This is an optimization exercise on Yosys and OpenROAD, whose aim is small area, a short achievable clock period and few clock cycles, not a production implementation. Only simulation tests tie the RTL to the original design; equivalence was not proved.

== exp/yarrow ==
==> flow/design.v (excerpt) <==
module bcd_codec (
    input  wire        clk,
    input  wire        rst,
    input  wire        start,
    input  wire        op,        
    input  wire [63:0] amt,
    input  wire [4:0]  scale,
    input  wire [47:0] bcd_in,
    output wire        ready,
    output reg         done,
    output wire        error,
    output wire [47:0] result
);
clock: 8.0 ns
lec_check: 0
abc_area: 1
cap_margin: 20
core_margin: 2
core_utilization: 40
place_density: 0.6
setup_slack_margin: 3.0
slew_margin: 20
standard.sh (not shown) runs the stock make flow with config.mk's settings and CLKGATE_MAP_FILE= SYNTH_SCRIPT=/design/flow/synth_recipe.tcl, a recipe that flattens the netlist after the stock synthesis.
==> flow/flow/run.sh <==
#!/bin/bash
# The standard layout (the standard.sh: ORFS synthesis through finish),
# with the ports buffered by plain buffers (sky130_fd_sc_hd__buf_1) instead
# of the delay buffers ORFS's buffer_ports picks by default. Every port still
# gets its buffer; nothing else changes.
set -euo pipefail
export BUFFER_PORTS_ARGS="-buffer_cell sky130_fd_sc_hd__buf_1"
bash standard.sh > standard.log 2>&1
Testbench counts of exp/yarrow, summed over its fixed seeds: cycles 7,944.
Setup changes, exp/yarrow to exp/tundra
==> flow/run.sh (new file) <==
#!/bin/bash
# synth_recipe.tcl (not shown) runs the flow's synth.tcl, then flattens the netlist and writes it again
# the make line also repeats each setting of config.mk as NAME=value (left out here)
make -C /OpenROAD-flow-scripts/flow DESIGN_CONFIG=/design/flow/config.mk WORK_HOME=/design/flow/orfs CLKGATE_MAP_FILE= SYNTH_SCRIPT=/design/flow/synth_recipe.tcl finish
removed: flow/flow/run.sh
removed: flow/standard.sh
### Flow results
- exp/tundra: PASS, flow complete, no timing, DRC or antenna violations
- Going from exp/yarrow to exp/tundra, count of endpoints failing hold in the final timing report roughly the same; count of clock-buffer cells in the layout decreased 2; setup slack went down; highest attainable clock frequency -1.6 MHz.
Edits applied to the flow inputs when going from exp/tundra to exp/onyx:
Settings: an added CTS_BUF_LIST of sky130_fd_sc_hd__clkbuf_4 sky130_fd_sc_hd__clkbuf_8; an added TNS_END_PERCENT of 40.
==> flow/flow/run.sh (new file) <==
#!/bin/bash
# The standard layout (the standard.sh: ORFS synthesis through finish),
# with the ports buffered by plain buffers (sky130_fd_sc_hd__buf_1) instead
# of the delay buffers ORFS's buffer_ports picks by default. Every port still
# gets its buffer; nothing else changes.
set -euo pipefail
export BUFFER_PORTS_ARGS="-buffer_cell sky130_fd_sc_hd__buf_1"
bash standard.sh > standard.log 2>&1
==> flow/standard.sh (new file) <==
#!/bin/bash
# synth_recipe.tcl (not shown) runs the flow's synth.tcl, then flattens the netlist and writes it again
# the make line also repeats each setting of config.mk as NAME=value (left out here)
make -C /OpenROAD-flow-scripts/flow DESIGN_CONFIG=/design/flow/config.mk WORK_HOME=/design/flow/orfs CLKGATE_MAP_FILE= SYNTH_SCRIPT=/design/flow/synth_recipe.tcl "${@:-finish}"
removed: flow/run.sh
Findings:
- Arrival time at the worst endpoint: exp/onyx < exp/tundra
- Compared with exp/tundra, sum of met2 wire segment lengths after detailed routing in exp/onyx decreased by a few percent.
- Diff exp/tundra -> exp/onyx: maximum clock frequency picked up an extra 1.7%, via count lost 226, area taken by multi-input logic gates lost about 2.2%.
- In exp/onyx, the non-clock buffer count came out about 15% below the value in exp/tundra.

The RTL this note starts from:
==> flow/design.v <==
module bcd_codec (
    input  wire        clk,
    input  wire        rst,
    input  wire        start,
    input  wire        op,        
    input  wire [63:0] amt,
    input  wire [4:0]  scale,
    input  wire [47:0] bcd_in,
    output wire        ready,
    output reg         done,
    output wire        error,
    output wire [47:0] result
);
    localparam [1:0] P_DD = 2'd0, P_CAP = 2'd1, P_DEC = 2'd2;
    reg         busy;
    reg         first;     
    reg  [1:0]  phase;
    reg         op_q;
    reg         err_q;     
    reg         zero_q;    
    reg  [2:0]  ptr;       
    reg  [4:0]  sc;        
    reg         found;     
    reg  [2:0]  newtop;    
    reg  [63:0] b_q;       
    reg  [52:0] acc;       
    reg  [23:0] init;      
    reg         r_op, r_err;    
    wire last = (ptr == 3'd0) & (phase != P_CAP);
    assign ready = ~busy | last;
    wire accept = start & ready;
    reg  [63:0] groups;    
    reg  [7:0]  nze;       
    reg  [3:0]  nzd;       
    reg  [11:0] bad;
    integer i;
    always @(*) begin
        groups = 64'd0;
        for (i = 0; i < 4; i = i + 1)
            groups[16*i +: 10] = {bcd_in[12*i+8 +: 4], 6'b0} + {bcd_in[12*i+8 +: 4], 5'b0}
                               + {bcd_in[12*i+8 +: 4], 2'b0}
                               + {bcd_in[12*i+4 +: 4], 3'b0} + {bcd_in[12*i+4 +: 4], 1'b0}
                               + bcd_in[12*i +: 4];
        for (i = 0; i < 8; i = i + 1) nze[i] = |amt[8*i +: 8];
        for (i = 0; i < 4; i = i + 1) nzd[i] = |bcd_in[12*i +: 12];
        for (i = 0; i < 12; i = i + 1)
            bad[i] = bcd_in[4*i+3] & (bcd_in[4*i+2] | bcd_in[4*i+1]);
    end
    reg [7:0] ohe;
    reg [3:0] ohd;
    reg [2:0] tope, topd;
    reg [7:0] top_b;       
    reg [9:0] top_g;       
    always @(*) begin
        tope  = 3'd0;
        topd  = 3'd0;
        top_b = 8'd0;
        top_g = 10'd0;
        for (i = 0; i < 8; i = i + 1) begin
            ohe[i] = nze[i] & ~(|(nze >> (i + 1)));
            if (ohe[i]) tope = i[2:0];
            top_b = top_b | (amt[8*i +: 8] & {8{ohe[i]}});
        end
        for (i = 0; i < 4; i = i + 1) begin
            ohd[i] = nzd[i] & ~(|(nzd >> (i + 1)));
            if (ohd[i]) topd = i[2:0];
            top_g = top_g | (groups[16*i +: 10] & {10{ohd[i]}});
        end
    end
    wire quick = op ? (|bad) : (scale >= 5'd22);
    reg [11:0] md;         
    reg        mc;
    reg [3:0]  mm;
    integer    mj, mk;
    always @(*) begin
        md = 12'd0;
        for (mk = 7; mk >= 0; mk = mk - 1) begin
            mc = top_b[mk];
            for (mj = 0; mj < 3; mj = mj + 1) begin
                mm = dcell(md[4*mj +: 4]);
                md[4*mj +: 4] = {mm[2:0], mc};
                mc = mm[3];
            end
        end
    end
    wire early = op ? (|nzd[3:1]) & ~(|bad)
                    : (|nze[7:1]) & (scale <= 5'd3 || (scale >= 5'd6 && scale < 5'd22));
    reg [23:0] init_v;
    always @(*) begin
        init_v = 24'd0;
        if (early) begin
            if (op)
                init_v[13:4] = top_g;
            else
                case (scale)
                    5'd0: init_v[12 +: 12] = md;
                    5'd1: init_v[8 +: 12]  = md;
                    5'd2: init_v[4 +: 12]  = md;
                    default: init_v[0 +: 12] = md;
                endcase
        end
    end
    reg  [7:0]  psel;
    reg  [7:0]  bsel;
    reg  [9:0]  grp;
    always @(*) begin
        bsel = 8'd0;
        grp  = 10'd0;
        for (i = 0; i < 8; i = i + 1) begin
            psel[i] = (ptr == i);
            bsel = bsel | (b_q[8*i +: 8] & {8{psel[i]}});
        end
        for (i = 0; i < 4; i = i + 1)
            grp = grp | (b_q[16*i +: 10] & {10{ptr[1:0] == i}});
    end
    wire [7:0]  bits   = bsel & {8{~zero_q}};
    wire [52:0] acc_in = first ? {29'd0, init} : acc;
    function [3:0] dcell;
        input [3:0] a;
        begin
            dcell[3] = (a[2] & a[1]) | (a[2] & a[0]);
            dcell[2] = (a[3] & a[0]) | (a[2] & ~a[1] & ~a[0]);
            dcell[1] = a[3] | (~a[2] & a[1]) | (a[2] & ~a[1] & ~a[0]) | (a[1] & a[0]);
            dcell[0] = a[3] | (~a[2] & a[0]) | (a[2] & ~a[0]);
        end
    endfunction
    wire       cap_ph = (phase == P_CAP);
    wire [3:0] inj = {~cap_ph & (sc == 5'd0), ~cap_ph & (sc == 5'd1), ~cap_ph & (sc == 5'd2),
                      cap_ph | (sc[4:1] != 4'd0 && sc != 5'd2)};
    reg  [12:0] tap;
    always @(*) begin
        tap = 13'd0;
        for (i = 0; i < 13; i = i + 1) tap[i] = (sc == i + 1);
        if (sc > 5'd13) tap[12] = 1'b1;
    end
    reg [51:0] dd_acc;
    reg        dd_ovf;
    reg [7:0]  cap;
    reg        c;
    reg [3:0]  m;
    integer j, k;
    always @(*) begin
        dd_acc = acc_in[51:0];
        dd_ovf = acc_in[52];
        cap    = 8'd0;
        for (k = 7; k >= 0; k = k - 1) begin
            c = 1'b0;
            for (j = 0; j < 13; j = j + 1) begin
                if (j < 4) c = c | (bits[k] & inj[j]);
                m = dcell(dd_acc[4*j +: 4]);
                dd_acc[4*j +: 4] = {m[2:0], c};
                c = m[3];
                cap[k] = cap[k] | (c & tap[j]);
            end
            dd_ovf = dd_ovf | c;
        end
    end
    wire [39:0] h  = acc_in[43:4];
    wire [39:0] o1 = {h[29:0], 10'b0}, o2 = ~{h[34:0], 5'b0};
    wire [39:0] o3 = {h[36:0], 3'b0},  o4 = {30'd0, grp};
    wire [39:0] s1 = o1 ^ o2 ^ o3;
    wire [39:0] c1 = {((o1[38:0] & o2[38:0]) | (o1[38:0] & o3[38:0]) | (o2[38:0] & o3[38:0])), 1'b0};
    wire [39:0] s2 = s1 ^ c1 ^ o4;
    wire [39:0] c2 = {((s1[38:0] & c1[38:0]) | (s1[38:0] & o4[38:0]) | (c1[38:0] & o4[38:0])), 1'b1};
    reg  [39:0] hg, hp, ng, np, hor;
    integer s;
    always @(*) begin
        hg = s2 & c2;
        hp = s2 ^ c2;
        for (s = 1; s < 40; s = s * 2) begin
            ng = hg;
            np = hp;
            for (i = 0; i < 40; i = i + 1)
                if ((i / s) % 2 == 1) begin
                    ng[i] = hg[i] | (hp[i] & hg[(i/s)*s-1]);
                    np[i] = hp[i] & hp[(i/s)*s-1];
                end
            hg = ng;
            hp = np;
        end
        hor = s2 ^ c2 ^ {hg[38:0], 1'b0};
    end
    always @(posedge clk) begin
        if (rst) begin
            busy <= 1'b0;
            done <= 1'b0;
        end else begin
            done <= busy & last;
            if (accept)
                busy <= 1'b1;
            else if (last)
                busy <= 1'b0;
        end
    end
    wire [4:0] sc_drop = (sc > 5'd13) ? 5'd13 : sc;    
    always @(posedge clk) begin
        if (busy & last) begin
            r_op  <= op_q;
            r_err <= err_q;
        end
        init <= accept ? init_v : 24'd0;
        if (accept) begin
            first  <= 1'b1;
            op_q   <= op;
            err_q  <= |bad;
            zero_q <= ~op & (scale >= 5'd22);
            b_q    <= op ? groups : amt;
            phase  <= op ? P_DEC : (scale >= 5'd4 && scale < 5'd22) ? P_CAP : P_DD;
            ptr    <= quick ? 3'd0 : (op ? topd : tope) - {2'd0, early};
            sc     <= (scale >= 5'd4) ? scale - 5'd3 : scale;
            found  <= 1'b0;
        end else begin
            first <= 1'b0;
            ptr   <= ptr - 3'd1;
            if (phase == P_CAP) begin
                for (i = 0; i < 8; i = i + 1)
                    if (psel[i]) b_q[8*i +: 8] <= cap;
                if (~found && cap != 8'd0) begin
                    found  <= 1'b1;
                    newtop <= ptr;
                end
                if (ptr == 3'd0) begin
                    first <= 1'b1;
                    found <= 1'b0;
                    ptr   <= found ? newtop : 3'd0;
                    sc    <= (sc == sc_drop) ? 5'd3 : sc - sc_drop;
                    if (sc == sc_drop) phase <= P_DD;
                end
            end
        end
        if (phase == P_DEC)
            acc <= {acc_in[52:44], hor, acc_in[3:0]};
        else
            acc <= {dd_ovf, dd_acc};
    end
    reg  [47:0] w;
    reg  [11:0] nine;
    always @(*) begin
        for (i = 0; i < 12; i = i + 1) begin
            w[4*i +: 4] = acc[4+4*i +: 4];
            if (~r_op & acc[4+4*i+3]) w[4*i+1 +: 2] = 2'b00;
            nine[i] = acc[4+4*i+3] & acc[4+4*i];
        end
    end
    wire        rnd = acc[2] & (acc[1] | acc[0]);
    reg  [47:0] inc;
    reg  [3:0]  d;
    always @(*) begin
        for (i = 0; i < 12; i = i + 1) begin
            d = w[4*i +: 4];
            if (rnd && (&(nine | ~((12'd1 << i) - 12'd1))))
                inc[4*i +: 4] = nine[i] ? 4'd0 : d + 4'd1;
            else
                inc[4*i +: 4] = d;
        end
    end
    wire enc_ovf = acc[52] | (rnd & (&nine));
    assign result = inc;
    assign error  = r_op ? r_err : enc_ovf;
endmodule
export LEC_CHECK = 0
export ABC_AREA = 1
export CAP_MARGIN = 20
export CORE_MARGIN = 2
export CORE_UTILIZATION = 40
export CTS_BUF_LIST = sky130_fd_sc_hd__clkbuf_4 sky130_fd_sc_hd__clkbuf_8
export PLACE_DENSITY = 0.6
export SETUP_SLACK_MARGIN = 3.0
export SLEW_MARGIN = 20
export TNS_END_PERCENT = 10
create_clock -name core_clock -period 8.0 [get_ports {clk}]
==> flow/flow/run.sh <==
#!/bin/bash
# The standard layout (the standard.sh: ORFS synthesis through finish),
# with the ports buffered by plain buffers (sky130_fd_sc_hd__buf_1) instead
# of the delay buffers ORFS's buffer_ports picks by default. Every port still
# gets its buffer; nothing else changes.
set -euo pipefail
export BUFFER_PORTS_ARGS="-buffer_cell sky130_fd_sc_hd__buf_1"
bash standard.sh > standard.log 2>&1
The starting point produced a clean layout.
Testbench counts at the start, summed over its fixed seeds: cycles 7,944.
Rerun with:
Settings changed: SETUP_SLACK_MARGIN 3.0 to 2.8, TNS_END_PERCENT 10 to not set.
Result:
- The new run passed the timing, DRC and antenna checks
- worst hold slack is about the same
- first-iteration DRC count went down by about 11%
- final area goes down by about 1.5%
- clock skew barely changes
Rerun with:
Settings changed: SETUP_SLACK_MARGIN 2.8 to 3.0.
Result: The new run went through all stages and came out clean. Utilization grows by 0.66 points. Cell area came out higher by 1.5%. Clock skew hardly moves. Die area does not change. Area after synthesis stays the same. Fmax goes up by 1.6%. Final cell count hardly moves. Via count rises by 0.87%.
Rerun with:
Settings changed: CTS_BUF_LIST sky130_fd_sc_hd__clkbuf_4 sky130_fd_sc_hd__clkbuf_8 to not set, SETUP_SLACK_MARGIN 3.0 to 3.2.
First-iteration DRC count drops by 19%.
Fmax grows by 1.5%.
Wire length rises by 1.5%.
Non-clock buffer count increases by 38.
Core utilization came out higher by 2.0 points.
Clock-buffer cell count falls by 1.

## afterwards: timing with drivers on the ports
In the flow no input, the clock included, has a driving cell. The finished layouts below were timed again as built, in two steps. Step 1 assumes that a clkbuf_16 drives the clock port and a buf_2 every other input. Step 2, shift: input delay + t, output delay - t, t = (earliest + latest rising clock arrival at the registers) / 2. This alone moves slack from input paths to output paths. Three values: no drivers, after step 1, after step 2; two values: the first two.
run	t (ns)	slack for setup (ns)	worst setup path at the end
exp/yarrow	0.520	3.056 / 2.998 / 2.725	input to register
exp/tundra	0.550	3.016 / 2.971 / 2.502	input to register
exp/onyx	0.581	3.101 / 3.048 / 2.685	input to register
the first run of note 2	0.583	2.994 / 2.939 / 2.731	input to register
the second run of note 2	0.577	3.016 / 2.960 / 2.605	input to register
the third run of note 2	0.581	3.096 / 3.043 / 2.685	input to register
the fourth run of note 2	0.553	3.169 / 3.111 / 2.719	input to register
After both steps every run listed still meets setup and hold. The setup slack of exp/tundra, which loses most, moves by -0.045 ns with the drivers and by -0.514 ns with both steps.
